This is an optimization exercise on Yosys and OpenROAD, whose aim is small area, a short achievable clock period and few clock cycles per item, not a production implementation. Where RTL was checked, it was by simulation tests only, not by an equivalence proof against the original. The RTL of run 7 was laid out without a check of its function.

<file path="flow/constraint.sdc">
create_clock -name core_clock -period 10.0 [get_ports {clk}]
set_input_delay 2.0000 -clock core_clock [delete_from_list [all_inputs] [get_ports {clk}]]
set_output_delay 2.0000 -clock core_clock [all_outputs]
set_load 0.01 [all_outputs]
</file>
<file path="flow/config.mk">
export PLATFORM = sky130hd
export DESIGN_NAME = cfc_cipher
export DESIGN_NICKNAME = cfc_cipher
export VERILOG_FILES = /design/flow/design.v
export SDC_FILE = /design/flow/constraint.sdc
export NUM_CORES = 8
export LEC_CHECK = 0
export CAP_MARGIN = 20
export CORE_MARGIN = 2
export CORE_UTILIZATION = 65
export PLACE_DENSITY = 0.75
export SETUP_SLACK_MARGIN = 1
export SLEW_MARGIN = 20
export SYNTH_HIERARCHICAL = 1
export TNS_END_PERCENT = 0
</file>
<file path="flow/design.v">
module aes_sbox_ed (input wire [7:0] af, input wire [7:0] ai, input wire inv, output wire [7:0] y);
    wire [7:0] t, o; wire [3:0] d, di;
    aes_sb_in  u_in (.af(af), .ai(ai), .inv(inv), .t(t));
    aes_gf_delta u_d (.h(t[7:4]), .l(t[3:0]), .d(d));
    aes_gf_inv u_inv (.p(d), .y(di));
    aes_gf_mul u_mh (.p(t[7:4]), .q(di), .y(o[7:4]));
    aes_gf_mul u_ml (.p(t[7:4] ^ t[3:0]), .q(di), .y(o[3:0]));
    aes_sb_out u_out (.o(o), .inv(inv), .y(y));
endmodule
module aes_sb_in (input wire [7:0] af, input wire [7:0] ai, input wire inv, output wire [7:0] t);
    assign t[0] = inv ? (~(ai[4] ^ ai[5])) : (af[0] ^ af[5]);
    assign t[1] = inv ? (~(ai[0] ^ ai[1] ^ ai[5])) : (af[2] ^ af[3] ^ af[5]);
    assign t[2] = inv ? (ai[1] ^ ai[4] ^ ai[5]) : (af[1] ^ af[6] ^ af[7]);
    assign t[3] = inv ? (ai[0] ^ ai[1] ^ ai[2] ^ ai[4]) : (af[1] ^ af[3] ^ af[6] ^ af[7]);
    assign t[4] = inv ? (~(ai[1] ^ ai[2] ^ ai[7])) : (af[2] ^ af[3] ^ af[4] ^ af[6] ^ af[7]);
    assign t[5] = inv ? (~(ai[0] ^ ai[4] ^ ai[5] ^ ai[6])) : (af[2] ^ af[3] ^ af[5] ^ af[7]);
    assign t[6] = inv ? (ai[1] ^ ai[2] ^ ai[3] ^ ai[4] ^ ai[5] ^ ai[7]) : (af[1] ^ af[4] ^ af[5] ^ af[6]);
    assign t[7] = inv ? (ai[1] ^ ai[2] ^ ai[6] ^ ai[7]) : (af[5] ^ af[7]);
endmodule
module aes_sb_out (input wire [7:0] o, input wire inv, output wire [7:0] y);
    assign y[0] = inv ? (o[0] ^ o[1] ^ o[5] ^ o[7]) : (~(o[0] ^ o[4] ^ o[5] ^ o[7]));
    assign y[1] = inv ? (o[4] ^ o[5] ^ o[6]) : (~(o[0] ^ o[2]));
    assign y[2] = inv ? (o[2] ^ o[3] ^ o[5] ^ o[7]) : (o[0] ^ o[1] ^ o[3]);
    assign y[3] = inv ? (o[2] ^ o[3]) : (o[0] ^ o[4] ^ o[6]);
    assign y[4] = inv ? (o[2] ^ o[6] ^ o[7]) : (o[0] ^ o[1] ^ o[2] ^ o[4] ^ o[5] ^ o[7]);
    assign y[5] = inv ? (o[1] ^ o[5] ^ o[7]) : (~(o[1] ^ o[2] ^ o[4] ^ o[5] ^ o[7]));
    assign y[6] = inv ? (o[1] ^ o[2] ^ o[4] ^ o[6]) : (~(o[4] ^ o[7]));
    assign y[7] = inv ? (o[1] ^ o[5]) : (o[1] ^ o[2] ^ o[3] ^ o[4]);
endmodule
module aes_gf_mul (input wire [3:0] p, input wire [3:0] q, output wire [3:0] y);
    wire [6:0] r = ({7{q[0]}} & {3'b0,p}) ^ ({7{q[1]}} & {2'b0,p,1'b0}) ^ ({7{q[2]}} & {1'b0,p,2'b0}) ^ ({7{q[3]}} & {p,3'b0});
    assign y = r[3:0] ^ {r[6:4],1'b0} ^ {1'b0,r[6:4]};
endmodule
module aes_gf_delta (input wire [3:0] h, input wire [3:0] l, output wire [3:0] d);
    wire [6:0] r = ({7{l[0]}} & {3'b0,h}) ^ ({7{l[1]}} & {2'b0,h,1'b0}) ^ ({7{l[2]}} & {1'b0,h,2'b0}) ^ ({7{l[3]}} & {h,3'b0});
    wire [3:0] hl = r[3:0] ^ {r[6:4],1'b0} ^ {1'b0,r[6:4]};
    assign d[0] = h[2] ^ h[3] ^ l[0] ^ l[2] ^ hl[0];
    assign d[1] = h[0] ^ h[1] ^ l[2] ^ hl[1];
    assign d[2] = h[1] ^ h[2] ^ l[1] ^ l[3] ^ hl[2];
    assign d[3] = h[0] ^ h[1] ^ h[2] ^ l[3] ^ hl[3];
endmodule
module aes_gf_inv (input wire [3:0] p, output reg [3:0] y);
    always @(*) begin
        case (p)
            4'd0: y = 4'd0;
            4'd1: y = 4'd1;
            4'd2: y = 4'd9;
            4'd3: y = 4'd14;
            4'd4: y = 4'd13;
            4'd5: y = 4'd11;
            4'd6: y = 4'd7;
            4'd7: y = 4'd6;
            4'd8: y = 4'd15;
            4'd9: y = 4'd2;
            4'd10: y = 4'd12;
            4'd11: y = 4'd5;
            4'd12: y = 4'd10;
            4'd13: y = 4'd4;
            4'd14: y = 4'd3;
            4'd15: y = 4'd8;
            default: y = 4'd0;
        endcase
    end
endmodule
module aes_sbox (input wire [7:0] a, output wire [7:0] y);
    wire [7:0] t, o; wire [3:0] d, di;
    aes_sbf_in  u_in (.a(a), .t(t));
    aes_gf_delta u_d (.h(t[7:4]), .l(t[3:0]), .d(d));
    aes_gf_inv u_inv (.p(d), .y(di));
    aes_gf_mul u_mh (.p(t[7:4]), .q(di), .y(o[7:4]));
    aes_gf_mul u_ml (.p(t[7:4] ^ t[3:0]), .q(di), .y(o[3:0]));
    aes_sbf_out u_out (.o(o), .y(y));
endmodule
module aes_sbf_in (input wire [7:0] a, output wire [7:0] t);
    assign t[0] = a[0] ^ a[5];
    assign t[1] = a[2] ^ a[3] ^ a[5];
    assign t[2] = a[1] ^ a[6] ^ a[7];
    assign t[3] = a[1] ^ a[3] ^ a[6] ^ a[7];
    assign t[4] = a[2] ^ a[3] ^ a[4] ^ a[6] ^ a[7];
    assign t[5] = a[2] ^ a[3] ^ a[5] ^ a[7];
    assign t[6] = a[1] ^ a[4] ^ a[5] ^ a[6];
    assign t[7] = a[5] ^ a[7];
endmodule
module aes_sbf_out (input wire [7:0] o, output wire [7:0] y);
    assign y[0] = ~(o[0] ^ o[4] ^ o[5] ^ o[7]);
    assign y[1] = ~(o[0] ^ o[2]);
    assign y[2] = o[0] ^ o[1] ^ o[3];
    assign y[3] = o[0] ^ o[4] ^ o[6];
    assign y[4] = o[0] ^ o[1] ^ o[2] ^ o[4] ^ o[5] ^ o[7];
    assign y[5] = ~(o[1] ^ o[2] ^ o[4] ^ o[5] ^ o[7]);
    assign y[6] = ~(o[4] ^ o[7]);
    assign y[7] = o[1] ^ o[2] ^ o[3] ^ o[4];
endmodule
module aes_mixcol (
    input  wire [31:0] col,
    output wire [31:0] y
);
    wire [7:0] a0 = col[31:24];
    wire [7:0] a1 = col[23:16];
    wire [7:0] a2 = col[15:8];
    wire [7:0] a3 = col[7:0];
    wire [7:0] x0 = {a0[6:0], 1'b0} ^ (a0[7] ? 8'h1b : 8'h00);
    wire [7:0] x1 = {a1[6:0], 1'b0} ^ (a1[7] ? 8'h1b : 8'h00);
    wire [7:0] x2 = {a2[6:0], 1'b0} ^ (a2[7] ? 8'h1b : 8'h00);
    wire [7:0] x3 = {a3[6:0], 1'b0} ^ (a3[7] ? 8'h1b : 8'h00);
    assign y[31:24] = x0 ^ (x1 ^ a1) ^ a2 ^ a3;
    assign y[23:16] = a0 ^ x1 ^ (x2 ^ a2) ^ a3;
    assign y[15:8]  = a0 ^ a1 ^ x2 ^ (x3 ^ a3);
    assign y[7:0]   = (x0 ^ a0) ^ a1 ^ a2 ^ x3;
endmodule
module aes_inv_pre (
    input  wire [31:0] col,
    output wire [31:0] y
);
    wire [7:0] a0 = col[31:24];
    wire [7:0] a1 = col[23:16];
    wire [7:0] a2 = col[15:8];
    wire [7:0] a3 = col[7:0];
    function [7:0] mul4(input [7:0] v);
        mul4 = {v[5:0], 2'b00} ^ (v[6] ? 8'h1b : 8'h00) ^ (v[7] ? 8'h36 : 8'h00);
    endfunction
    wire [7:0] u = mul4(a0 ^ a2);
    wire [7:0] v = mul4(a1 ^ a3);
    assign y = {a0 ^ u, a1 ^ v, a2 ^ u, a3 ^ v};
endmodule
module cfc_cipher (
    input  wire         clk,
    input  wire         rst,       
    input  wire         start,
    input  wire         first,
    input  wire         dec,
    input  wire [127:0] key,
    input  wire [127:0] din,
    output wire         ready,
    output wire         done,
    output wire [127:0] dout
);
    localparam [127:0] DEFAULT_IV = 128'h562e17996d093d28ddb3ba695a2e6f58;
    reg         busy;       
    reg         kexp;       
    reg         fin;        
    reg [3:0]   rnd;        
    reg         done_r;
    reg         mode_dec;   
    reg [127:0] state;      
    reg [127:0] rk;         
    reg [127:0] skey;       
    reg [127:0] blk;        
    reg [127:0] chain;      
    wire accept = ~busy & start;
    assign ready = ~busy;
    assign done  = done_r;
    assign dout  = state;
    reg [7:0] rcon;
    always @(*) begin
        case (rnd)
            4'd1:    rcon = 8'h01;
            4'd2:    rcon = 8'h02;
            4'd3:    rcon = 8'h04;
            4'd4:    rcon = 8'h08;
            4'd5:    rcon = 8'h10;
            4'd6:    rcon = 8'h20;
            4'd7:    rcon = 8'h40;
            4'd8:    rcon = 8'h80;
            4'd9:    rcon = 8'h1b;
            4'd10:   rcon = 8'h36;
            default: rcon = 8'h00;
        endcase
    end
    wire         kback = mode_dec & ~kexp;
    wire [127:0] ks    = busy ? rk : skey;
    wire [31:0]  w0 = ks[127:96];
    wire [31:0]  w1 = ks[95:64];
    wire [31:0]  w2 = ks[63:32];
    wire [31:0]  w3 = ks[31:0];
    wire [31:0]  ksb_in = !busy ? (skey[31:0] ^ skey[63:32]) :
                          kback ? (rk[31:0] ^ rk[63:32]) : rk[31:0];
    wire [31:0]  ksb_out;
    genvar i;
    generate
        for (i = 0; i < 4; i = i + 1) begin : g_ksbox
            aes_sbox u_ks (.a(ksb_in[31-8*i -: 8]), .y(ksb_out[31-8*i -: 8]));
        end
    endgenerate
    wire [31:0]  kt = {ksb_out[23:0], ksb_out[31:24]} ^ {rcon, 24'h0};
    wire [31:0]  f0 = w0 ^ kt;
    wire [31:0]  f1 = w1 ^ f0;
    wire [31:0]  f2 = w2 ^ f1;
    wire [31:0]  f3 = w3 ^ f2;
    wire [127:0] rk_fwd = {f0, f1, f2, f3};
    wire [127:0] rk_bwd = {f0, w1 ^ w0, w2 ^ w1, w3 ^ w2};
    wire         rdec = mode_dec;
    wire [127:0] t;
    wire [127:0] xs_rnd;
    genvar c, r;
    generate
        for (c = 0; c < 4; c = c + 1) begin : g_col
            for (r = 0; r < 4; r = r + 1) begin : g_row
                localparam integer CE = (c + r) % 4;
                localparam integer CD = (c + 4 - r) % 4;
                aes_sbox_ed u_sb (.af(state[127-8*(4*CE+r) -: 8]),
                                  .ai(state[127-8*(4*CD+r) -: 8]),
                                  .inv(rdec),
                                  .y(t[127-8*(4*c+r) -: 8]));
            end
            wire [31:0] tc = t[127-32*c -: 32];
            wire [31:0] pc;
            aes_inv_pre u_pre (.col(tc ^ rk[127-32*c -: 32]), .y(pc));
            wire [31:0] mc;
            aes_mixcol u_mc (.col(rdec ? pc : tc), .y(mc));
            assign xs_rnd[127-32*c -: 32] = fin ? tc : mc;
        end
    endgenerate
    wire [127:0] ys_rnd = rdec ? (fin ? (rk ^ chain) : 128'h0) : rk_fwd;
    wire [127:0] acc_k  = first ? (DEFAULT_IV ^ key) : (skey ^ (mode_dec ? 128'h0 : state));
    wire [127:0] xs = !busy ? din   : kexp ? blk    : xs_rnd;
    wire [127:0] ys = !busy ? acc_k : kexp ? rk_fwd : ys_rnd;
    wire [127:0] start_key = first ? key : skey;
    wire         start_dec = first ? dec : mode_dec;
    always @(posedge clk) begin
        if (busy | start)
            state <= xs ^ ys;
    end
    always @(posedge clk) begin
        if (rst) begin
            busy   <= 1'b0;
            kexp   <= 1'b0;
            fin    <= 1'b0;
            done_r <= 1'b0;
            rnd    <= 4'd10;
        end else begin
            done_r <= 1'b0;
            if (!busy) begin
                rk <= rk_bwd;      
                if (start) begin
                    busy <= 1'b1;
                    fin  <= 1'b0;
                    if (start_dec) begin
                        if (first) begin
                            rk   <= key;
                            rnd  <= 4'd1;
                            kexp <= 1'b1;
                        end else begin
                            rnd  <= 4'd9;
                        end
                    end else begin
                        if (first) skey <= key;
                        rk    <= start_key;
                        rnd   <= 4'd1;
                    end
                end
            end else if (kexp) begin
                rnd <= rnd + 4'd1;
                if (rnd == 4'd10) begin
                    skey  <= rk_fwd;
                    rnd   <= 4'd9;
                    kexp  <= 1'b0;
                end else begin
                    rk <= rk_fwd;
                end
            end else begin
                if (mode_dec) begin
                    rk  <= rk_bwd;
                    rnd <= rnd - 4'd1;
                    fin <= (rnd == 4'd1);
                end else begin
                    rk  <= rk_fwd;
                    rnd <= rnd + 4'd1;
                    fin <= (rnd == 4'd9);
                end
                if (fin) begin
                    busy   <= 1'b0;
                    done_r <= 1'b1;
                    rnd    <= 4'd10;
                end
            end
        end
    end
    always @(posedge clk) begin
        if (accept & ~rst) begin
            blk <= din;
            if (first) begin
                mode_dec <= dec;
                chain    <= DEFAULT_IV;
            end else begin
                chain    <= blk;
            end
        end
    end
endmodule
</file>
<file path="flow/run.sh">
#!/bin/bash
# synth_recipe.tcl (not shown) runs the flow's synth.tcl, then flattens the netlist and writes it again
# the make line also repeats each setting of config.mk as NAME=value (left out here)
make -C /OpenROAD-flow-scripts/flow DESIGN_CONFIG=/design/flow/config.mk WORK_HOME=/design/flow/orfs CLKGATE_MAP_FILE= SYNTH_SCRIPT=/design/flow/synth_recipe.tcl finish
</file>
==> impl_metrics.toml, run 1 <==
[synthesis]
synth_flop_cell = "edfxtp_1"
synth_nets = 9481
synthArstFlopShare_pct = 0
ys_seq_area_share_pct = 22.6
ys_warn_count = 9
synth_cell_types = 64
synth_edf_count = 641
avgSynthCellArea_um2 = 9.53
netlist_instances = 9072
synth_area_um2 = 86500
ys_ff_latch = 657

[cts]
path_clk_slew_ps = 60
ctsRootBufferMaster = "clkbuf_16"
cts_hold_buf = 0
clk_path_buf_depth = 3
clock-sinks = 657
ctsHtreeMaxLevel = 3
cts_buffers = 81
clk_latency_ps = 690
cts_tree = "yes"

[detailed_routing]
viasPerCell = 6.39
wl_mm = 324
drc = 0
ant_nets = 0
wire_per_inst_um = 28.6
first_pass_iters = 7
dr.first_iter.drc_count = 9993
vias = 72500

[timing]
skew_ps = 32.4
rsz0062_at_grt = "true"
hold_viol_final = 0
final_max_slew_viol_count = 0
fin_crit_ps = 8980
setup_viol = 0
fmax_ghz = 0.111
worst_pin_slew_ps = 1250
fin_crit_sh_pct = 89.8
maxSlewHeadroom_pct = 16.8
tns_ps = 0

[setup_path]
cpMostUsedCell = "xnor2_2"
worstSetupEndpointType = "register"
critPathArrivalTime_ps = 9470
required_ps = 10480
max_stage_delay_ps = 620
criticalPathCategory = "register to register"
cp-start-kind = "register"
critPathSlowestCell = "xnor2_2"
crit_fanout = 54

[die]
die-area_um2 = 136000
ios = 391
core_region_area_um2 = 132000
start_util_pct = 65.6
die_w_um = 369
num_rows = 133
fp.dieH_um = 369

[global_route]
use_met2_pct = 66.9
antenna_found_initial = 14
met3_usage_pct = 13.0
busiest_layer = "met2"
grt-ovfl-total = 0
grt_pass1_vias = 67900
grt_pass1_wl_mm = 462
use_met1_pct = 60.9
grt_start_max_net_pins = 166
gr-usage-all-layers_pct = 46.2

[placement]
portBuffers = 390
post_dp_cell_area_um2 = 93200
hpwl_mm = 243
routabilityCongestion = 1.04

[worst_hold_path]
hold_path_class = "register to register"

[final_layout]
finalNetCount = 9924
design_area_um2 = 98900
drive_above_1_share_pct = 13.9
utilization_pct = 75.1
final_cell_mix = "xnor2_1, nand2_1, xor2_1"
layout_commonest_cell = "xnor2_1"
syn_to_final_growth_pct = 14.4

[status]
outcome = "finished clean"

[run]
max_cap_viol_count = 0
-- Yosys stat by module, one instance, submodules excluded, a selection --
module | flops+latches | cells inside | area, um^2
aes_mixcol | 0 | 79 | 1310
aes_sb_in | 0 | 35 | 342
aes_gf_delta | 0 | 37 | 274
aes_sbf_out | 0 | 13 | 158
aes_sbox_ed | 0 | 4 | 35.0
aes_sbox | 0 | 4 | 35.0
-- per-layer routing --
metal	up-vias	wire length, um
li1	31500	-
met1	34900	117000
met2	4995	135000
met3	1024	45800
met4	12	25300
met5	-	77
-- flip-flops by register name, indices dropped and copies added, names as in the netlist --
name and cells:
fin 1, state 128, blk 128, rnd 4, kexp 1, skey 128, rk 128, busy 1
done_r 1, rcon 8, mode_dec 1, chain 128
-- path summary, 6_finish.rpt --
path               end  startpoint  cells after the start  slack, ps
min          chain[19]     blk[19]                      1        530
max reg2reg  state[29]    mode_dec                     28       1020
min reg2reg  chain[19]     blk[19]                      1        530
max          state[29]    mode_dec                     28       1020
-- synth_stat cells, types with 148 or more instances --
master | n | share of area (%)
edfxtp_1 | 641 | 22
a21oi_1 | 595 | 3.4
xnor2_1 | 1565 | 16
nor2_1 | 530 | 2.3
nor2b_1 | 226 | 1.6
o21ai_0 | 406 | 2.3
mux2_2 | 160 | 2.1
ha_1 | 148 | 2.1
xnor3_1 | 392 | 10
xor2_1 | 985 | 10
nand2b_1 | 251 | 1.8
clkbuf_1 | 344 | 1.5
nand2_1 | 1195 | 5.2
mux2i_1 | 324 | 3.8
-- logic make-up (layout without fill, tap and decap cells) --
group                      count (synthesis)  after routing  share of synthesized area, %
xor gates and xnor gates                3183           3183                          42.2
DFF                                      657            657                          22.6
AOI/OAI and AO/OA                       1435           1435                          9.63
other                                      0              7                             0
and+or+nand+nor                         2486           2486                          13.1
adders and majority gates                148            148                          2.14
muxes                                    542            542                          7.04
buffers and inverters                    621           1125                          3.33
-- what timing repair did --
action,CTS,global route
cloned,0,1
buffers inserted,24,92
setup endpoints to repair,132,194
gates resized for setup,98,207
pin swaps,0,16
-- layout make-up --
| cell class | instances | area [um^2] |
|---|---|---|
| multi-input combinational | 7794 | 66100 |
| antenna | 7 | 17.5 |
| inverter | 97 | 377 |
| fill | 9570 | 32900 |
| clock inverter | 43 | 488 |
| tap | 1755 | 2200 |
| clock buffer | 101 | 2170 |
| sequential | 657 | 19600 |
| timing repair buffer | 884 | 7970 |
-- per-stage QoR --
stage / instances / hold slack [ps] / setup WS (ps)
final: 11300 / 526 / 1020
after global routing: 11300 / 539 / 779
after CTS: 11200 / 529 / 896
after detailed placement: 11100 / 517 / 207
after global placement: 11100 / 510 / 329
after floorplan: 9072 / 508 / 161
-- critical path, delay by kind of cell (launching register included) --
family                     cells  cell delay [ps]
xor gates and xnor gates      13             4540
buffers and inverters          5             1330
and+or+nand+nor                6              920
AOI/OAI and AO/OA              2              700
DFF                            1              510
muxes                          1              460
adders and majority gates      1              220
Testbench counts, summed over its fixed seeds: cycles 26,330, blocks 2,182.
==> run 2: changes to the inputs <==
--- a/flow/config.mk
+++ b/flow/config.mk
@@ -9,7 +9,7 @@
 export CORE_MARGIN = 2
 export CORE_UTILIZATION = 65
 export PLACE_DENSITY = 0.75
-export SETUP_SLACK_MARGIN = 1
+export SETUP_SLACK_MARGIN = 1.5
 export SLEW_MARGIN = 20
 export SYNTH_HIERARCHICAL = 1
 export TNS_END_PERCENT = 0
==> run 2 against run 1 <==
Net effect:
- routed wire length is 2.4% higher
- cell count is 1.8% higher
- register-to-register slack better by 410 ps
- synthesized area stayed put
- non-clock buffer count is 195 higher
- utilization is 2.4 points higher
- largest cell class unchanged
==> impl_metrics.toml, run 2 <==
[status]
outcome = "finished clean"

[final_layout]
utilization_pct = 77.5
layout_commonest_cell = "xnor2_1"
final_cell_mix = "xnor2_1, nand2_1, xor2_1"
fillCellCount = 9049
regArea_um2 = 19600
multi_input_area_um2 = 67700
drive_above_1_share_pct = 17.5
final_cells = 11500
finalNetCount = 10100
syn_to_final_growth_pct = 18.1

[setup_path]
critPathArrivalTime_ps = 8980
crit_fanout = 12
max_stage_delay_ps = 580
worstSetupEndpointType = "register"
worstReg2RegEnd = "state[10]"
required_ps = 10410
cpMostUsedCell = "xor2_2"
r2r-start = "state[101]"
r2r_slack_ps = 1430
r2r_cells = 29
criticalPathCategory = "register to register"
critPathSlowestCell = "xnor3_1"
cp-start-kind = "register"

[cts]
cts_hold_buf = 0
ctsRootBufferMaster = "clkbuf_16"
cts_buffers = 81
clk_path_buf_depth = 3
clock-sinks = 657
clk_latency_ps = 690
ctsHtreeMaxLevel = 3
cts_tree = "yes"
path_clk_slew_ps = 60

[placement]
placedCellCount = 11100
routabilityCongestion = 1.04
portBuffers = 390
hpwl_mm = 243

[detailed_routing]
wl_mm = 332
viasPerCell = 6.42
wire_per_inst_um = 28.8
ant_nets = 0
drc = 0
dr.first_iter.drc_count = 10600
first_pass_iters = 7
vias = 74100

[synthesis]
synth_mux_area_share_pct = 7.04
ys_warn_count = 9
synthSimpleGateAreaFrac_pct = 13.1
synth_edf_count = 641
synth_top_area_share_pct = 22.3
ys_ff_latch = 657
ys_top_cells_by_count = "xnor2_1, nand2_1, xor2_1"
synth_area_leader_cell = "edfxtp_1"
synth_area_um2 = 86500
synth_compound_area_share_pct = 9.63
synth_top_family_by_area = "XOR/XNOR gates"
synth-adder-area-share_pct = 2.14
synth_nets = 9481
avgSynthCellArea_um2 = 9.53
netlist_instances = 9072
synth_xor_area_share_pct = 42.2
synth_cell_types = 64
ys_seq_area_share_pct = 22.6
yosys.cell_count.top_type = "xnor2_1"
synth_flop_cell = "edfxtp_1"
netlist_top_cells_area = "edfxtp_1, xnor2_1, xnor3_1"
synthArstFlopShare_pct = 0

[timing]
setup_viol = 0
fmax_ghz = 0.117
worst_pin_slew_ps = 1310
fin_crit_sh_pct = 85.7
tns_ps = 0
hold_viol_final = 0
rsz0062_at_grt = "true"
skew_ps = 30.4
fin_crit_ps = 8570
maxSlewHeadroom_pct = 12.2
final_max_slew_viol_count = 0

[global_route]
grt_start_max_net_pins = 166
grt-ovfl-total = 0
grt_pass1_vias = 68600
antenna_found_initial = 17
gr-usage-all-layers_pct = 46.8
grt_pass1_wl_mm = 467

[die]
ios = 391
die_w_um = 369
fp.dieH_um = 369
num_rows = 133
die-area_um2 = 136000
start_util_pct = 65.6
core_region_area_um2 = 132000

[run]
max_cap_viol_count = 0

[worst_hold_path]
min_to = "chain[14]"
hold_path_depth = 1
hold_path.startpoint = "blk[14]"
hold_path_class = "register to register"
run 2: cell count changes in the layout (fill, tap and decap cells not counted), moves of 24 or more:
cell     previous run  this run
buf_4             467       651
xnor3_2            61        85
xnor2_1          1453      1384
xnor2_2           150       197
xnor3_1           375       351
xor2_1            928       884
xor2_2             68        95
run 2: cells by family (layout without fill, tap and decap cells):
group           after synthesis  in the layout
xor+xnor                   3183           3183
simple gates               2486           2486
compound gates             1435           1436
flops                       657            657
buf+inv                     621           1320
mux                         542            542
fa+ha+maj                   148            148
other cells                   0             12
run 2: worst max-delay path by stage:
stage	slack, ps	start	end
5_1_grt	1190	state[101]	state[10]
2_1_floorplan	160	mode_dec	state[28]
3_5_place_dp	210	state[47]	state[100]
4_1_cts	1410	state[90]	state[77]
3_3_place_gp	330	state[47]	state[100]
6_report	1430	state[101]	state[10]
run 2: repair_timing:
action,in CTS,in global routing
setup buffers,110,202
endpoints found under the hold margin,0,0
resized for setup,280,270
cloned,1,1
endpoints found under the setup margin,205,201
pin swaps,21,91
run 2: stage by stage:
step / setup WS (ps) / hold slack, ps / instance area [um^2]
finish: 1430 / 534 / 102000
floorplan: 161 / 508 / 86500
global route: 1190 / 538 / 102000
CTS: 1410 / 529 / 98600
global placement: 329 / 510 / 93200
detailed placement: 207 / 517 / 93200
run 2: area by class of cell:
class	instances	area share, %
Timing Repair Buffer	1079	9.34
Multi-Input combinational cell	7795	66.3
Clock inverter	43	0.478
Antenna cell	12	0.0294
Sequential cell	657	19.2
Inverter	97	0.387
Tap cell	1755	2.15
Clock buffer	101	2.12
run 2: per-module statistics from Yosys (local to each module, per instance), a selection:
module | flip-flops and latches | cells
aes_gf_delta | 0 | 37
aes_gf_inv | 0 | 28
aes_gf_mul | 0 | 27
aes_mixcol | 0 | 79
aes_sb_in | 0 | 35
aes_sb_out | 0 | 41
aes_sbf_in | 0 | 13
aes_sbf_out | 0 | 13
aes_sbox_ed | 0 | 4
cfc_cipher | 657 | 4768
run 2: per-layer routing:
metal  GRT usage (%)  wire length, um  vias to the layer above
met5           0.890               79                        -
met4            29.8            26200                       12
met3            13.5            47200                     1035
met2            67.7           140000                     5211
met1            61.4           119000                    35900
li1                -                -                    31900
run 2: worst max-delay path, delay by kind of cell, from the launching register on:
kind,cells,cell delay [ps]
DFF,1,570
adders and majority gates,1,240
buffers and inverters,4,740
muxes,4,1060
xor gates and xnor gates,15,4890
AOI/OAI and AO/OA,3,380
and+or+nand+nor,2,380
==> run 3: changes to the inputs <==
--- a/flow/config.mk
+++ b/flow/config.mk
@@ -7,9 +7,7 @@
 export LEC_CHECK = 0
 export CAP_MARGIN = 20
 export CORE_MARGIN = 2
-export CORE_UTILIZATION = 65
+export CORE_UTILIZATION = 60
 export PLACE_DENSITY = 0.75
-export SETUP_SLACK_MARGIN = 1.5
 export SLEW_MARGIN = 20
 export SYNTH_HIERARCHICAL = 1
-export TNS_END_PERCENT = 0
==> run 3 against run 2 <==
Net effect:
- routed wire length fell by 1.8%
- still clean on timing, DRC and antenna
- clock skew increased by 14 ps
==> impl_metrics.toml, run 3 <==
[timing]
worst_pin_slew_ps = 1240
maxSlewHeadroom_pct = 17.5
rsz0062_at_grt = "true"
fmax_ghz = 0.103
hold_viol_final = 0
setup_viol = 0
final_max_slew_viol_count = 0
setup_ws_ps = 291
fin_crit_ps = 9710
fin_crit_sh_pct = 97.1
skew_ps = 44.9

[synthesis]
ys_warn_count = 9
ys_seq_area_share_pct = 22.6
synth_top_area_share_pct = 22.3
ys_ff_latch = 657
ys_top_cells_by_count = "xnor2_1, nand2_1, xor2_1"
synthSimpleGateAreaFrac_pct = 13.1
synth_nets = 9481
synth_area_leader_cell = "edfxtp_1"
synth_flop_cell = "edfxtp_1"
synth_xor_area_share_pct = 42.2
synth_compound_area_share_pct = 9.63
netlist_top_cells_area = "edfxtp_1, xnor2_1, xnor3_1"
synth_area_um2 = 86500
synth_cell_types = 64
synthArstFlopShare_pct = 0
synth-adder-area-share_pct = 2.14
yosys.cell_count.top_type = "xnor2_1"
netlist_instances = 9072
synth_edf_count = 641
avgSynthCellArea_um2 = 9.53
synth_top_family_by_area = "XOR/XNOR gates"
synth_mux_area_share_pct = 7.04

[detailed_routing]
ant_nets = 0
drc = 0
vias = 71300
wl_mm = 326
first_pass_iters = 7
wire_per_inst_um = 28.6
dr.first_iter.drc_count = 9543
viasPerCell = 6.25

[setup_path]
critPathBufInv = 5
endpoint = "state[127]"
cp_top_family = "XOR/XNOR gates"
worstReg2RegEnd = "state[127]"
r2r_slack_ps = 290
max_stage_delay_ps = 990
critPathArrivalTime_ps = 10140
crit_cells = 29
r2r_cells = 29
cpMostUsedCell = "xnor2_1"
cp-start-kind = "register"
cp-startpoint = "mode_dec"
r2r-start = "mode_dec"
crit_fanout = 39
required_ps = 10430
worstSetupEndpointType = "register"
critPathSlowestCell = "xnor2_2"
criticalPathCategory = "register to register"

[final_layout]
syn_to_final_growth_pct = 11.6
utilization_pct = 67.3
final_cells = 11400
drive_above_1_share_pct = 10.9
finalNetCount = 9824
final_cell_mix = "xnor2_1, nand2_1, xor2_1"
design_area_um2 = 96500
layout_commonest_cell = "xnor2_1"

[global_route]
gr-usage-all-layers_pct = 43.1
grt_start_max_net_pins = 194
grt_pass1_wl_mm = 465
grt_pass1_vias = 67400
antenna_found_initial = 18
grt-ovfl-total = 0

[cts]
ctsHtreeMaxLevel = 3
clock-sinks = 657
path_clk_slew_ps = 70
ctsRootBufferMaster = "clkbuf_16"
cts_tree = "yes"
clk_latency_ps = 740
clk_path_buf_depth = 3
cts_buffers = 82

[status]
outcome = "finished clean"

[placement]
routabilityCongestion = 1.04
dp_slack_ps = 59.5
placedCellCount = 11200
post_dp_cell_area_um2 = 93500
portBuffers = 390
hpwl_mm = 248

[die]
die-area_um2 = 147000
fp.dieH_um = 384
ios = 391
die_w_um = 384
num_rows = 139
core_region_area_um2 = 143000
start_util_pct = 60.3

[run]
max_cap_viol_count = 0

[worst_hold_path]
hold_path_class = "register to register"
==> run 3: cell count changes in the layout (fill, tap and decap cells not counted), moves of 17 or more <==
cell,delta
a21oi_2,-34
xnor3_1,+41
mux2i_4,-26
buf_4,-272
xnor2_4,-39
xnor2_2,-121
buf_12,-17
a21oi_1,+36
xnor3_2,-41
xnor2_1,+160
mux2i_1,+40
xor2_1,+90
xor2_2,-67
xor2_4,-23
==> run 3: per-module statistics from Yosys, one instance, submodules excluded <==
| module | times used | cells inside |
|---|---|---|
| aes_sbox | 4 | 4 |
| aes_sbox_ed | 16 | 4 |
| aes_mixcol | 4 | 79 |
| aes_sb_in | 16 | 35 |
| aes_sb_out | 16 | 41 |
| aes_gf_delta | 20 | 37 |
| aes_gf_mul | 40 | 27 |
| cfc_cipher | 1 | 4768 |
| aes_gf_inv | 20 | 28 |
| aes_sbf_in | 4 | 13 |
| aes_sbf_out | 4 | 13 |
| aes_inv_pre | 4 | 52 |
==> run 3: cell type report <==
type | instances | area, um^2
well taps | 1903 | 2380
multi-input cells | 7794 | 64500
clock inverters | 47 | 362
diodes | 13 | 32.5
flip-flops and latches | 657 | 19600
clock buffers | 103 | 2280
inverters | 97 | 377
fillers | 11400 | 46800
repair buffers | 783 | 7020
==> run 3: what timing repair did <==
action | CTS | global route
hold buffers | 0 | 0
resized for setup | 0 | 47
setup endpoints to repair | 0 | 50
setup buffers | 0 | 2
endpoints found under the hold margin | 0 | 0
==> run 3: worst register-to-register path: cells and delay by family (launching register included) <==
kind	cells	cell delay, ps
adder cells (fa/ha/maj)	1	270
flip-flops	1	440
AND/OR/NAND/NOR	6	1430
AO/OA/AOI/OAI	4	1490
XOR/XNOR	13	4440
buffers and inverters	5	1350
==> run 3: per-layer routing <==
metal  part of all wire, %  vias to the layer above  wire, um  global-route usage, %
met5                 0.011                        -        37                      0
met4                   7.4                        6     24200                   26.3
met3                    13                      971     42000                   12.3
met2                    42                     4478    138000                   63.0
met1                    37                    34500    122000                   56.4
li1                      -                    31400         -                      -
==> run 3: worst min path at each step <==
stage	endpoint	from	slack, ps	cells after the start
2_1_floorplan	chain[10]	blk[10]	510	1
3_3_place_gp	chain[48]	blk[48]	510	1
3_5_place_dp	chain[114]	blk[114]	520	1
4_1_cts	chain[4]	blk[4]	500	1
5_1_grt	chain[47]	blk[47]	540	1
6_report	chain[4]	blk[4]	510	1
==> run 3: kinds of logic after synthesis <==
| group | Yosys count |
|---|---|
| flip-flops | 657 |
| buffers and inverters | 621 |
| adder cells (fa/ha/maj) | 148 |
| multiplexers | 542 |
| AND/OR/NAND/NOR | 2486 |
| XOR/XNOR | 3183 |
| AO/OA/AOI/OAI | 1435 |
==> run 3: stage by stage <==
step           hold slack, ps  TNS [ps]
4_1_cts                   504         0
6_report                  509         0
5_1_grt                   543     -33.2
3_3_place_gp              511         0
3_5_place_dp              516         0
2_1_floorplan             508         0
==> run 4: changes to the inputs <==
--- a/flow/config.mk
+++ b/flow/config.mk
@@ -9,5 +9,6 @@
 export CORE_MARGIN = 2
 export CORE_UTILIZATION = 60
 export PLACE_DENSITY = 0.75
+export SETUP_SLACK_MARGIN = 2
 export SLEW_MARGIN = 20
 export SYNTH_HIERARCHICAL = 1
==> run 4 against run 3 <==
Net effect:
- utilization rose by 14 points
- critical endpoint is now state[28]
- critical path depth rose by 6
- via count rose by 12%
- synthesized cell count did not move
==> impl_metrics.toml, run 4 <==
[global_route]
gr-usage-all-layers_pct = 46.0
antenna_found_initial = 26
grt_pass1_wl_mm = 493
grt_start_max_net_pins = 179
grt-ovfl-total = 0
grt_pass1_vias = 71200

[timing]
rsz0062_at_grt = "true"
fin_crit_ps = 8310
hold_viol_final = 0
worst_pin_slew_ps = 1250
final_max_slew_viol_count = 0
setup_viol = 0
fin_crit_sh_pct = 83.1
fmax_ghz = 0.120
tns_ps = 0
maxSlewHeadroom_pct = 16.2
skew_ps = 46.2

[setup_path]
critPathSlowestCell = "xnor3_2"
worstSetupEndpointType = "register"
criticalPathCategory = "register to register"
cp-start-kind = "register"
cp-startpoint = "state[97]"
critPathArrivalTime_ps = 8740
r2r_slack_ps = 1690
required_ps = 10430
r2r-start = "state[97]"
worstReg2RegEnd = "state[28]"
endpoint = "state[28]"
r2r_cells = 35
max_stage_delay_ps = 500
cpMostUsedCell = "xnor2_2"
crit_fanout = 7

[final_layout]
drive_above_1_share_pct = 31.8
finalNetCount = 10900
final_cell_mix = "buf_4, nand2_1, xnor2_1"
fillCellCount = 8151
syn_to_final_growth_pct = 35.6
multi_input_area_um2 = 75200
final_cells = 12500
layout_commonest_cell = "buf_4"
regArea_um2 = 19600

[die]
start_util_pct = 60.3
core_region_area_um2 = 143000
fp.dieH_um = 384
die-area_um2 = 147000
num_rows = 139
ios = 391
die_w_um = 384

[cts]
cts_tree = "yes"
clk_path_buf_depth = 3
path_clk_slew_ps = 70
cts_buffers = 82
clk_latency_ps = 740
clock-sinks = 657
ctsRootBufferMaster = "clkbuf_16"
ctsHtreeMaxLevel = 3

[synthesis]
ys_warn_count = 9
synth_flop_cell = "edfxtp_1"
netlist_top_cells_area = "edfxtp_1, xnor2_1, xnor3_1"
ys_top_cells_by_count = "xnor2_1, nand2_1, xor2_1"
ys_ff_latch = 657
synth_area_leader_cell = "edfxtp_1"
synth_edf_count = 641
yosys.cell_count.top_type = "xnor2_1"
avgSynthCellArea_um2 = 9.53
synthArstFlopShare_pct = 0
netlist_instances = 9072
synth_cell_types = 64
synth_top_area_share_pct = 22.3
synth_area_um2 = 86500
synth_nets = 9481
ys_seq_area_share_pct = 22.6

[detailed_routing]
first_pass_iters = 6
wire_per_inst_um = 30.2
vias = 80000
wl_mm = 378
dr.first_iter.drc_count = 11200
viasPerCell = 6.41
ant_nets = 0
drc = 0

[status]
outcome = "finished clean"

[placement]
portBuffers = 390
routabilityCongestion = 1.03
hpwl_mm = 248
placedCellCount = 11100

[worst_hold_path]
hold_path_class = "register to register"

[run]
max_cap_viol_count = 0
-- run 4: worst max-delay path, delay by kind of cell (launching register included) --
kind                       cells  cell delay [ps]
xor gates and xnor gates      16             4080
adders and majority gates      1              150
DFF                            1              420
muxes                          3              890
AOI/OAI and AO/OA              4              730
buffers and inverters          7             1170
and+or+nand+nor                4              490
-- run 4: per-module statistics from Yosys, one instance, submodules excluded, excerpt --
module	area, um^2	flops+latches	cells inside	copies in the design
aes_sbf_out	158	0	13	4
aes_inv_pre	866	0	52	4
aes_sbox	35.0	0	4	4
aes_sbf_in	135	0	13	4
cfc_cipher	47200	657	4768	1
aes_sb_in	342	0	35	16
aes_gf_mul	213	0	27	40
aes_gf_delta	274	0	37	20
-- run 4: repair_timing --
action / CTS / global route
gates resized for setup: 570 / 935
setup endpoints to repair: 259 / 200
setup buffers: 551 / 691
pin swaps: 202 / 532
hold buffers: 0 / 0
cloned: 8 / 9
-- run 4: worst min path at each step --
stage | endpoint | depth (start not counted) | slack (ps) | from
final | chain[99] | 1 | 510 | blk[99]
after global routing | chain[41] | 1 | 540 | blk[41]
after CTS | chain[99] | 1 | 500 | blk[99]
after detailed placement | chain[113] | 1 | 520 | blk[113]
after global placement | chain[113] | 1 | 510 | blk[113]
after floorplan | chain[10] | 1 | 510 | blk[10]
-- run 4: metal layers --
layer | part of all wire, % | GRT usage (%) | wire length [um]
met1 | 34 | 58.5 | 128000
met2 | 43 | 67.2 | 161000
met3 | 15 | 14.4 | 54900
met4 | 9.0 | 30.6 | 33900
met5 | 0.034 | 0 | 127
-- run 4: stage by stage --
step           hold WS (ps)  setup WS, ps  util, %  instance area, um^2
4_1_cts                 505          1880     74.2               106000
3_3_place_gp            511           186     66.1                94800
5_1_grt                 537          1390     81.8               117000
3_5_place_dp            517           144     66.1                94800
2_1_floorplan           508           723        -                89100
6_report                507          1690     81.8               117000
-- run 4: final cells by class --
cell class / count / share of cell area, %
Antenna cell: 16 / 0.0341
Tap cell: 1903 / 2.03
Multi-Input combinational cell: 7801 / 64.2
Clock buffer: 97 / 1.85
Inverter: 97 / 0.354
Timing Repair Buffer: 1872 / 14.3
Sequential cell: 657 / 16.7
Clock inverter: 53 / 0.583
-- run 4: cell families (layout without fill, tap and decap cells) --
group	after synthesis	after routing	share of synthesized area (%)
compound gates	1435	1442	9.63
xor+xnor	3183	3183	42.2
fa+ha+maj	148	148	2.14
buf+inv	621	2119	3.33
flops	657	657	22.6
mux	542	542	7.04
other cells	0	16	0
simple gates	2486	2486	13.1
==> run 5: changes to the inputs <==
--- a/flow/config.mk
+++ b/flow/config.mk
@@ -7,8 +7,8 @@
 export LEC_CHECK = 0
 export CAP_MARGIN = 20
 export CORE_MARGIN = 2
-export CORE_UTILIZATION = 60
-export PLACE_DENSITY = 0.75
+export CORE_UTILIZATION = 70
+export PLACE_DENSITY = 0.85
 export SETUP_SLACK_MARGIN = 2
 export SLEW_MARGIN = 20
 export SYNTH_HIERARCHICAL = 1
==> run 5 against run 4 <==
Net effect:
- the run now fails in global routing
- synthesized area is the same
- synthesized cell count stayed put
==> impl_metrics.toml, run 5 <==
[status]
outcome = "did not finish"
stop_stage = "global routing"
error = "[ERROR GRT-0232] Routing congestion too high. Check the congestion heatmap in the GUI."

[placement]
portBuffers = 390
placedCellCount = 10800
routabilityCongestion = 1.06
dp_slack_ps = -167
hpwl_mm = 246

[synthesis]
synth_nets = 9481
synth_edf_count = 641
yosys.cell_count.top_type = "xnor2_1"
synthArstFlopShare_pct = 0
synth_top_area_share_pct = 22.3
ys_ff_latch = 657
avgSynthCellArea_um2 = 9.53
ys_top_cells_by_count = "xnor2_1, nand2_1, xor2_1"
netlist_top_cells_area = "edfxtp_1, xnor2_1, xnor3_1"
ys_seq_area_share_pct = 22.6
synth_area_um2 = 86500
synth_flop_cell = "edfxtp_1"
netlist_instances = 9072
synth_area_leader_cell = "edfxtp_1"
synth_cell_types = 64
ys_warn_count = 9

[cts]
ctsHtreeMaxLevel = 3
ctsRootBufferMaster = "clkbuf_16"
cts_buffers = 77
clock-sinks = 657
cts_hold_buf = 0
clk_path_buf_depth = 3

[die]
die_w_um = 355
ios = 391
fp.dieH_um = 355
start_util_pct = 70.8
num_rows = 128

[global_route]
gr-usage-all-layers_pct = 86.5
grt_start_max_net_pins = 165
grt-ovfl-total = 676

[timing]
worst-ep-kind = "register data pin"
postGrtWorstEndpoint = "state[77]$_DFFE_PN_/D"
==> run 5: cell counts after synthesis <==
Identical to the previous run, type by type.
==> run 5: per-layer routing <==
layer | track usage, % | GRT overflow
met4 | 88.8 | 290
met3 | 76.8 | 21
met1 | 85.4 | 19
met2 | 97.9 | 340
met5 | 48.6 | 6
==> run 5: timing repair <==
item | CTS
setup endpoints to repair | 177
gates cloned | 8
pin swaps | 187
gates resized for setup | 506
buffers inserted | 490
hold endpoints to repair | 0
==> run 5: logic make-up after synthesis <==
family | Yosys count | synth area share [%]
xor gates and xnor gates | 3183 | 42.2
adders and majority gates | 148 | 2.14
DFF | 657 | 22.6
muxes | 542 | 7.04
and+or+nand+nor | 2486 | 13.1
buffers and inverters | 621 | 3.33
AOI/OAI and AO/OA | 1435 | 9.63
==> run 5: per-stage QoR <==
step           TNS [ps]  hold WS, ps  utilization [%]  instance area [um^2]
2_1_floorplan         0          508                -                 89100
3_3_place_gp      -66.4          511             77.3                 94500
3_5_place_dp       -250          516             77.3                 94500
4_1_cts               0          530             85.6                105000
==> run 5: worst min-delay path by stage <==
stage	start	to	slack [ps]	cells after the start
2_1_floorplan	blk[10]	chain[10]	510	1
3_3_place_gp	blk[17]	chain[17]	510	1
3_5_place_dp	blk[124]	chain[124]	520	1
4_1_cts	blk[124]	chain[124]	530	1
==> run 5: modules after synthesis, one instance, submodules excluded <==
module        cell area [um^2]  flip-flops and latches  times used
cfc_cipher               47200                     657           1
aes_mixcol                1310                       0           4
aes_sbox                  35.0                       0           4
aes_gf_mul                 213                       0          40
aes_sb_out                 299                       0          16
aes_gf_inv                 221                       0          20
aes_sbf_in                 135                       0           4
aes_gf_delta               274                       0          20
aes_sbox_ed               35.0                       0          16
aes_inv_pre                866                       0           4
aes_sbf_out                158                       0           4
aes_sb_in                  342                       0          16
==> run 6: changes to the inputs <==
--- a/flow/config.mk
+++ b/flow/config.mk
@@ -7,8 +7,9 @@
 export LEC_CHECK = 0
 export CAP_MARGIN = 20
 export CORE_MARGIN = 2
-export CORE_UTILIZATION = 70
-export PLACE_DENSITY = 0.85
+export CORE_UTILIZATION = 65
+export PLACE_DENSITY = 0.75
 export SETUP_SLACK_MARGIN = 2
 export SLEW_MARGIN = 20
 export SYNTH_HIERARCHICAL = 1
+export TNS_END_PERCENT = 0
==> run 6 against run 5 <==
Net effect:
- now clean on timing, DRC and antenna
- synthesized cell count unchanged
- synthesized area is the same
==> impl_metrics.toml, run 6 <==
[status]
outcome = "finished clean"

[detailed_routing]
drc = 0
dr.first_iter.drc_count = 12000
ant_nets = 0
first_pass_iters = 8
vias = 77700
viasPerCell = 6.50
wire_per_inst_um = 29.5
wl_mm = 352

[timing]
maxSlewHeadroom_pct = 16.1
setup_viol = 0
worst_pin_slew_ps = 1260
fin_crit_ps = 8260
hold_viol_final = 0
fmax_ghz = 0.121
skew_ps = 27.3
fin_crit_sh_pct = 82.6
tns_ps = 0
final_max_slew_viol_count = 0
rsz0062_at_grt = "true"

[synthesis]
ys_top_cells_by_count = "xnor2_1, nand2_1, xor2_1"
yosys.cell_count.top_type = "xnor2_1"
netlist_top_cells_area = "edfxtp_1, xnor2_1, xnor3_1"
netlist_instances = 9072
synth_area_leader_cell = "edfxtp_1"
synth_cell_types = 64
synth_flop_cell = "edfxtp_1"
synth_area_um2 = 86500
ys_warn_count = 9
synthArstFlopShare_pct = 0
avgSynthCellArea_um2 = 9.53
synth_nets = 9481
ys_ff_latch = 657
synth_edf_count = 641
ys_seq_area_share_pct = 22.6
synth_top_area_share_pct = 22.3

[cts]
clk_latency_ps = 700
cts_hold_buf = 0
ctsHtreeMaxLevel = 3
cts_buffers = 81
ctsRootBufferMaster = "clkbuf_16"
clock-sinks = 657
clk_path_buf_depth = 3
path_clk_slew_ps = 60
cts_tree = "yes"

[final_layout]
design_area_um2 = 108000
layout_commonest_cell = "xnor2_1"
fillCellCount = 7738
multi_input_area_um2 = 70500
utilization_pct = 82.3
drive_above_1_share_pct = 24.5
final_cell_mix = "xnor2_1, nand2_1, buf_4"
regArea_um2 = 19600
syn_to_final_growth_pct = 25.5
finalNetCount = 10500

[die]
start_util_pct = 65.6
die_w_um = 369
ios = 391
core_region_area_um2 = 132000
num_rows = 133
die-area_um2 = 136000
fp.dieH_um = 369

[run]
max_cap_viol_count = 0

[placement]
portBuffers = 390
hpwl_mm = 243
routabilityCongestion = 1.04
post_dp_cell_area_um2 = 93200

[setup_path]
crit_fanout = 7
critPathBufInv = 5
cp-start-kind = "register"
critPathArrivalTime_ps = 8660
worstSetupEndpointType = "register"
required_ps = 10400
cpMostUsedCell = "buf_4"
max_stage_delay_ps = 690
criticalPathCategory = "register to register"
cp_top_family = "XOR/XNOR gates"
critPathSlowestCell = "edfxtp_1"

[global_route]
grt-ovfl-total = 0
grt_pass1_vias = 70100
gr-usage-all-layers_pct = 47.9
grt_pass1_wl_mm = 478
grt_start_max_net_pins = 166
antenna_found_initial = 17

[worst_hold_path]
hold_path_class = "register to register"
==> run 6: cells by family after synthesis <==
logic type,synth area share (%)
multiplexers,7.04
AND/OR/NAND/NOR,13.1
AO/OA/AOI/OAI,9.63
adder cells (fa/ha/maj),2.14
buffers and inverters,3.33
XOR/XNOR,42.2
flip-flops,22.6
==> run 6: through the flow <==
step                hold WS [ps]  cells  worst slack, ps
floorplan                    508   9072              161
global placement             510  11100              329
detailed placement           517  11100              207
CTS                          529  11500             1820
global route                 539  11900             1520
finish                       536  12000             1740
==> run 6: repair_timing <==
action | in CTS | in global routing
endpoints found under the setup margin | 352 | 289
buffers inserted | 284 | 424
resized for setup | 488 | 618
pin swaps | 107 | 302
cloned | 3 | 16
==> run 6: cell type report <==
cell class	count	area share [%]
Multi-Input combinational cell	7795	65.0
Sequential cell	657	18.0
Timing Repair Buffer	1492	12.1
Tap cell	1755	2.02
Clock buffer	101	2.00
Clock inverter	43	0.450
Inverter	97	0.392
Antenna cell	10	0.0231
==> run 6: worst reg2reg max path, delay by kind of cell, from the launching register on <==
family	cells	cell delay, ps
multiplexers	2	800
AO/OA/AOI/OAI	5	680
AND/OR/NAND/NOR	5	740
adder cells (fa/ha/maj)	1	200
buffers and inverters	5	800
XOR/XNOR	14	4060
flip-flops	1	690
==> run 6: per-module statistics from Yosys (local to each module, per instance) <==
module	flops+latches	cell area [um^2]	cells inside	times used
aes_sbf_out	0	158	13	4
aes_gf_delta	0	274	37	20
aes_sbf_in	0	135	13	4
cfc_cipher	657	47200	4768	1
aes_gf_mul	0	213	27	40
aes_sb_in	0	342	35	16
aes_sbox	0	35.0	4	4
aes_mixcol	0	1310	79	4
aes_gf_inv	0	221	28	20
aes_sbox_ed	0	35.0	4	16
aes_sb_out	0	299	41	16
aes_inv_pre	0	866	52	4
==> run 6: final timing paths <==
path                   start        end  slack [ps]  cells past startpoint
setup / recovery  state[103]   state[2]        1740                     32
hold / removal       blk[99]  chain[99]         540                      1
setup reg to reg  state[103]   state[2]        1740                     32
hold reg to reg      blk[99]  chain[99]         540                      1
==> run 6: routing by layer <==
metal,up-vias,routed length (um),track usage [%]
met5,-,249,0
met4,10,31500,32.1
met3,1357,53100,13.9
met2,6195,147000,68.8
met1,37400,121000,62.6
li1,32700,-,-
==> run 7: changes to the inputs <==
--- a/flow/design.v
+++ b/flow/design.v
@@ -1,11 +1,11 @@
-module aes_sbox_ed (input wire [7:0] af, input wire [7:0] ai, input wire inv, output wire [7:0] y);
+module aes_sbox_ed (input wire [7:0] af, input wire [7:0] ai, input wire [7:0] k, input wire inv, output wire [7:0] y);
     wire [7:0] t, o; wire [3:0] d, di;
     aes_sb_in  u_in (.af(af), .ai(ai), .inv(inv), .t(t));
     aes_gf_delta u_d (.h(t[7:4]), .l(t[3:0]), .d(d));
     aes_gf_inv u_inv (.p(d), .y(di));
     aes_gf_mul u_mh (.p(t[7:4]), .q(di), .y(o[7:4]));
     aes_gf_mul u_ml (.p(t[7:4] ^ t[3:0]), .q(di), .y(o[3:0]));
-    aes_sb_out u_out (.o(o), .inv(inv), .y(y));
+    aes_sb_out u_out (.o(o), .k(k), .inv(inv), .y(y));
 endmodule
 module aes_sb_in (input wire [7:0] af, input wire [7:0] ai, input wire inv, output wire [7:0] t);
     assign t[0] = inv ? (~(ai[4] ^ ai[5])) : (af[0] ^ af[5]);
@@ -17,15 +17,15 @@
     assign t[6] = inv ? (ai[1] ^ ai[2] ^ ai[3] ^ ai[4] ^ ai[5] ^ ai[7]) : (af[1] ^ af[4] ^ af[5] ^ af[6]);
     assign t[7] = inv ? (ai[1] ^ ai[2] ^ ai[6] ^ ai[7]) : (af[5] ^ af[7]);
 endmodule
-module aes_sb_out (input wire [7:0] o, input wire inv, output wire [7:0] y);
-    assign y[0] = inv ? (o[0] ^ o[1] ^ o[5] ^ o[7]) : (~(o[0] ^ o[4] ^ o[5] ^ o[7]));
-    assign y[1] = inv ? (o[4] ^ o[5] ^ o[6]) : (~(o[0] ^ o[2]));
-    assign y[2] = inv ? (o[2] ^ o[3] ^ o[5] ^ o[7]) : (o[0] ^ o[1] ^ o[3]);
-    assign y[3] = inv ? (o[2] ^ o[3]) : (o[0] ^ o[4] ^ o[6]);
-    assign y[4] = inv ? (o[2] ^ o[6] ^ o[7]) : (o[0] ^ o[1] ^ o[2] ^ o[4] ^ o[5] ^ o[7]);
-    assign y[5] = inv ? (o[1] ^ o[5] ^ o[7]) : (~(o[1] ^ o[2] ^ o[4] ^ o[5] ^ o[7]));
-    assign y[6] = inv ? (o[1] ^ o[2] ^ o[4] ^ o[6]) : (~(o[4] ^ o[7]));
-    assign y[7] = inv ? (o[1] ^ o[5]) : (o[1] ^ o[2] ^ o[3] ^ o[4]);
+module aes_sb_out (input wire [7:0] o, input wire [7:0] k, input wire inv, output wire [7:0] y);
+    assign y[0] = inv ? (o[0] ^ o[1] ^ o[5] ^ o[7] ^ k[0]) : (~(o[0] ^ o[4] ^ o[5] ^ o[7]));
+    assign y[1] = inv ? (o[4] ^ o[5] ^ o[6] ^ k[1]) : (~(o[0] ^ o[2]));
+    assign y[2] = inv ? (o[2] ^ o[3] ^ o[5] ^ o[7] ^ k[2]) : (o[0] ^ o[1] ^ o[3]);
+    assign y[3] = inv ? (o[2] ^ o[3] ^ k[3]) : (o[0] ^ o[4] ^ o[6]);
+    assign y[4] = inv ? (o[2] ^ o[6] ^ o[7] ^ k[4]) : (o[0] ^ o[1] ^ o[2] ^ o[4] ^ o[5] ^ o[7]);
+    assign y[5] = inv ? (o[1] ^ o[5] ^ o[7] ^ k[5]) : (~(o[1] ^ o[2] ^ o[4] ^ o[5] ^ o[7]));
+    assign y[6] = inv ? (o[1] ^ o[2] ^ o[4] ^ o[6] ^ k[6]) : (~(o[4] ^ o[7]));
+    assign y[7] = inv ? (o[1] ^ o[5] ^ k[7]) : (o[1] ^ o[2] ^ o[3] ^ o[4]);
 endmodule
 module aes_gf_mul (input wire [3:0] p, input wire [3:0] q, output wire [3:0] y);
     wire [6:0] r = ({7{q[0]}} & {3'b0,p}) ^ ({7{q[1]}} & {2'b0,p,1'b0}) ^ ({7{q[2]}} & {1'b0,p,2'b0}) ^ ({7{q[3]}} & {p,3'b0});
@@ -200,18 +200,19 @@
                 localparam integer CD = (c + 4 - r) % 4;
                 aes_sbox_ed u_sb (.af(state[127-8*(4*CE+r) -: 8]),
                                   .ai(state[127-8*(4*CD+r) -: 8]),
+                                  .k(rk[127-8*(4*c+r) -: 8]),
                                   .inv(rdec),
                                   .y(t[127-8*(4*c+r) -: 8]));
             end
             wire [31:0] tc = t[127-32*c -: 32];
             wire [31:0] pc;
-            aes_inv_pre u_pre (.col(tc ^ rk[127-32*c -: 32]), .y(pc));
+            aes_inv_pre u_pre (.col(tc), .y(pc));
             wire [31:0] mc;
             aes_mixcol u_mc (.col(rdec ? pc : tc), .y(mc));
             assign xs_rnd[127-32*c -: 32] = fin ? tc : mc;
         end
     endgenerate
-    wire [127:0] ys_rnd = rdec ? (fin ? (rk ^ chain) : 128'h0) : rk_fwd;
+    wire [127:0] ys_rnd = rdec ? (fin ? chain : 128'h0) : rk_fwd;
     wire [127:0] acc_k  = first ? (DEFAULT_IV ^ key) : (skey ^ (mode_dec ? 128'h0 : state));
     wire [127:0] xs = !busy ? din   : kexp ? blk    : xs_rnd;
     wire [127:0] ys = !busy ? acc_k : kexp ? rk_fwd : ys_rnd;
--- a/flow/config.mk
+++ b/flow/config.mk
@@ -9,7 +9,7 @@
 export CORE_MARGIN = 2
 export CORE_UTILIZATION = 65
 export PLACE_DENSITY = 0.75
-export SETUP_SLACK_MARGIN = 2
+export SETUP_SLACK_MARGIN = 1.5
 export SLEW_MARGIN = 20
 export SYNTH_HIERARCHICAL = 1
 export TNS_END_PERCENT = 0
==> run 7 against run 6 <==
Net effect:
- non-clock buffer count decreased by 600
- synthesized cell count decreased by 1.9%
- utilization down 5.9 points
- global-route usage down 3.5 points
- routed wire length fell by 12%
- synthesized area decreased by 1.6%
- worst setup slack lost 330 ps
- sequential share of layout area up 1.7 points
- die area down 1.6%
- via count is 7.9% lower
- critical endpoint is now state[44]
- largest cell class unchanged
- highest routed layer unchanged
==> impl_metrics.toml, run 7 <==
[run]
max_cap_viol_count = 0

[placement]
routabilityCongestion = 0.989
placedCellCount = 10900
dp_slack_ps = 347
hpwl_mm = 228
portBuffers = 390

[cts]
ctsRootBufferMaster = "clkbuf_16"
ctsHtreeMaxLevel = 3
clk_latency_ps = 720
cts_tree = "yes"
cts_buffers = 82
clock-sinks = 657
path_clk_slew_ps = 60
clk_path_buf_depth = 3
cts_hold_buf = 0

[synthesis]
ys_top_cells_by_count = "xnor2_1, nand2_1, xor2_1"
synth_cell_types = 67
synth-adder-area-share_pct = 2.18
synth_xor_area_share_pct = 41.2
synthArstFlopShare_pct = 0
synth_area_um2 = 85100
ys_warn_count = 9
netlist_instances = 8900
synthSimpleGateAreaFrac_pct = 13.4
synth_top_area_share_pct = 22.6
synth_mux_area_share_pct = 7.66
ys_ff_latch = 657
synth_top_family_by_area = "XOR/XNOR gates"
synth_area_leader_cell = "edfxtp_1"
synth_compound_area_share_pct = 9.54
synth_flop_cell = "edfxtp_1"
avgSynthCellArea_um2 = 9.56
synth_nets = 9309
ys_seq_area_share_pct = 23.0
synth_edf_count = 641
yosys.cell_count.top_type = "xnor2_1"
netlist_top_cells_area = "edfxtp_1, xnor2_1, xnor3_1"

[setup_path]
critPathArrivalTime_ps = 9040
cp-startpoint = "state[106]"
cpMostUsedCell = "xnor2_2"
r2r_cells = 30
cp-start-kind = "register"
crit_fanout = 13
worstReg2RegEnd = "state[44]"
max_stage_delay_ps = 600
criticalPathCategory = "register to register"
critPathSlowestCell = "edfxtp_1"
worstSetupEndpointType = "register"
required_ps = 10460
r2r_slack_ps = 1420
r2r-start = "state[106]"

[timing]
rsz0062_at_grt = "true"
hold_viol_final = 0
fin_crit_ps = 8580
fin_crit_sh_pct = 85.8
setup_ws_ps = 1420
skew_ps = 40.2
final_max_slew_viol_count = 0
fmax_ghz = 0.117
tns_ps = 0
worst_pin_slew_ps = 1180
maxSlewHeadroom_pct = 20.4
setup_viol = 0

[final_layout]
syn_to_final_growth_pct = 16.5
layout_commonest_cell = "xnor2_1"
drive_above_1_share_pct = 15.4
final_cells = 11200
fillCellCount = 9147
final_cell_mix = "xnor2_1, nand2_1, xor2_1"
finalNetCount = 9818

[detailed_routing]
viasPerCell = 6.37
first_pass_iters = 7
wl_mm = 311
dr.first_iter.drc_count = 10200
wire_per_inst_um = 27.7
drc = 0
ant_nets = 0
vias = 71500

[worst_hold_path]
hold_path_class = "register to register"
hold_path.startpoint = "blk[59]"
min_to = "chain[59]"
hold_path_depth = 1

[die]
start_util_pct = 65.6
die_w_um = 366
ios = 391
num_rows = 132
core_region_area_um2 = 130000
die-area_um2 = 134000
fp.dieH_um = 366

[global_route]
grt_start_max_net_pins = 177
grt_pass1_vias = 66200
grt_pass1_wl_mm = 444
antenna_found_initial = 15
gr-usage-all-layers_pct = 44.3
grt-ovfl-total = 0

[status]
outcome = "finished clean"
==> run 7: cell count changes after synthesis, moves of 27 or more <==
cell      before   now
xor2_1       985   812
mux2i_1      324   411
nor2_1       530   471
clkbuf_1     344   297
buf_4         35     4
nand2_1     1195  1223
a21oi_1      595   568
==> run 7: layer usage <==
layer	up-vias	GRT usage, %	wire length, um
met2	4739	63.7	131000
met5	-	0	78
met1	34700	60.7	116000
met4	12	23.5	20100
met3	854	12.4	44100
li1	31200	-	-
==> run 7: critical path, delay by kind of cell, from the launching register on <==
kind,cells,cell delay [ps]
xor gates and xnor gates,15,4520
muxes,4,1070
buffers and inverters,4,810
AOI/OAI and AO/OA,3,770
DFF,1,600
and+or+nand+nor,3,290
adders and majority gates,1,210
==> run 7: through the flow <==
stage          instance area (um^2)  util [%]  hold slack, ps
3_5_place_dp                  91400      70.4             516
4_1_cts                       96200      74.1             515
6_report                      99100      76.4             520
3_3_place_gp                  91400      70.4             512
2_1_floorplan                 85100         -             508
5_1_grt                       99100      76.3             539
==> run 7: cell families after synthesis <==
family | count (synthesis)
buffers and inverters | 565
AND/OR/NAND/NOR | 2490
adder cells (fa/ha/maj) | 148
XOR/XNOR | 3025
AO/OA/AOI/OAI | 1413
multiplexers | 602
flip-flops | 657
==> run 7: how the worst max path moves through the flow <==
| stage | end | cells after the start |
|---|---|---|
| 6_report | state[44] | 30 |
| 5_1_grt | state[20] | 29 |
| 4_1_cts | state[43] | 30 |
| 3_5_place_dp | state[91] | 26 |
| 3_3_place_gp | state[16] | 26 |
| 2_1_floorplan | state[23] | 29 |
==> run 7: what timing repair did <==
item | 4_1_cts | 5_1_grt
setup endpoints to repair | 158 | 189
resized for setup | 213 | 266
pin swaps | 5 | 45
setup buffers | 67 | 145
gates cloned | 1 | 2
==> run 7: Yosys stat by module (local to each module, per instance), excerpt <==
module	cells inside	times used
cfc_cipher	4532	1
aes_gf_inv	28	20
aes_sb_out	45	16
aes_sbf_in	13	4
aes_inv_pre	52	4
aes_sbf_out	13	4
==> run 7: cell type report <==
type | count | area [um^2] | share of cell area, %
Clock inverter | 45 | 646 | 0.651
Tap cell | 1742 | 2180 | 2.20
Clock buffer | 104 | 2150 | 2.17
Multi-Input combinational cell | 7678 | 66100 | 66.7
Timing Repair Buffer | 892 | 8030 | 8.10
Antenna cell | 10 | 25.0 | 0.0252
Inverter | 98 | 389 | 0.393
Sequential cell | 657 | 19600 | 19.8

## separate check: timing with driven ports
The results above use ideal ports. As a check the final layouts listed here were re-extracted and re-timed, cells and wires unchanged.
Step 1: set_driving_cell puts a clkbuf_16 on clk and a buf_2 on each other input, an assumption about the parent block.
Step 2, shift: input delay + t, output delay - t, t = (earliest + latest rising clock arrival at the registers) / 2. This alone moves slack from input paths to output paths.
Three values: ideal ports, drivers, drivers and shift; two values: the first two.
| run | t, ns | setup WS [ns] | worst setup path at the end | clock arrival spread, ns | slew at the worst register clock pin (ns) |
|---|---|---|---|---|---|
| run 1 | 0.761 | 1.017 / 1.017 / 1.017 | register to register | 0.034 / 0.034 | 0.07 / 0.07 |
| run 2 | 0.762 | 1.426 / 1.426 / 1.426 | register to register | 0.031 / 0.031 | 0.07 / 0.07 |
| run 3 | 0.805 | 0.291 / 0.291 / 0.291 | register to register | 0.046 / 0.046 | 0.07 / 0.07 |
| run 4 | 0.801 | 1.687 / 1.687 / 1.687 | register to register | 0.046 / 0.047 | 0.07 / 0.07 |
| run 6 | 0.760 | 1.744 / 1.744 / 1.744 | register to register | 0.029 / 0.029 | 0.07 / 0.07 |
| run 7 | 0.778 | 1.418 / 1.418 / 1.418 | register to register | 0.041 / 0.041 | 0.07 / 0.07 |
After both steps setup and hold are still met in every run listed.
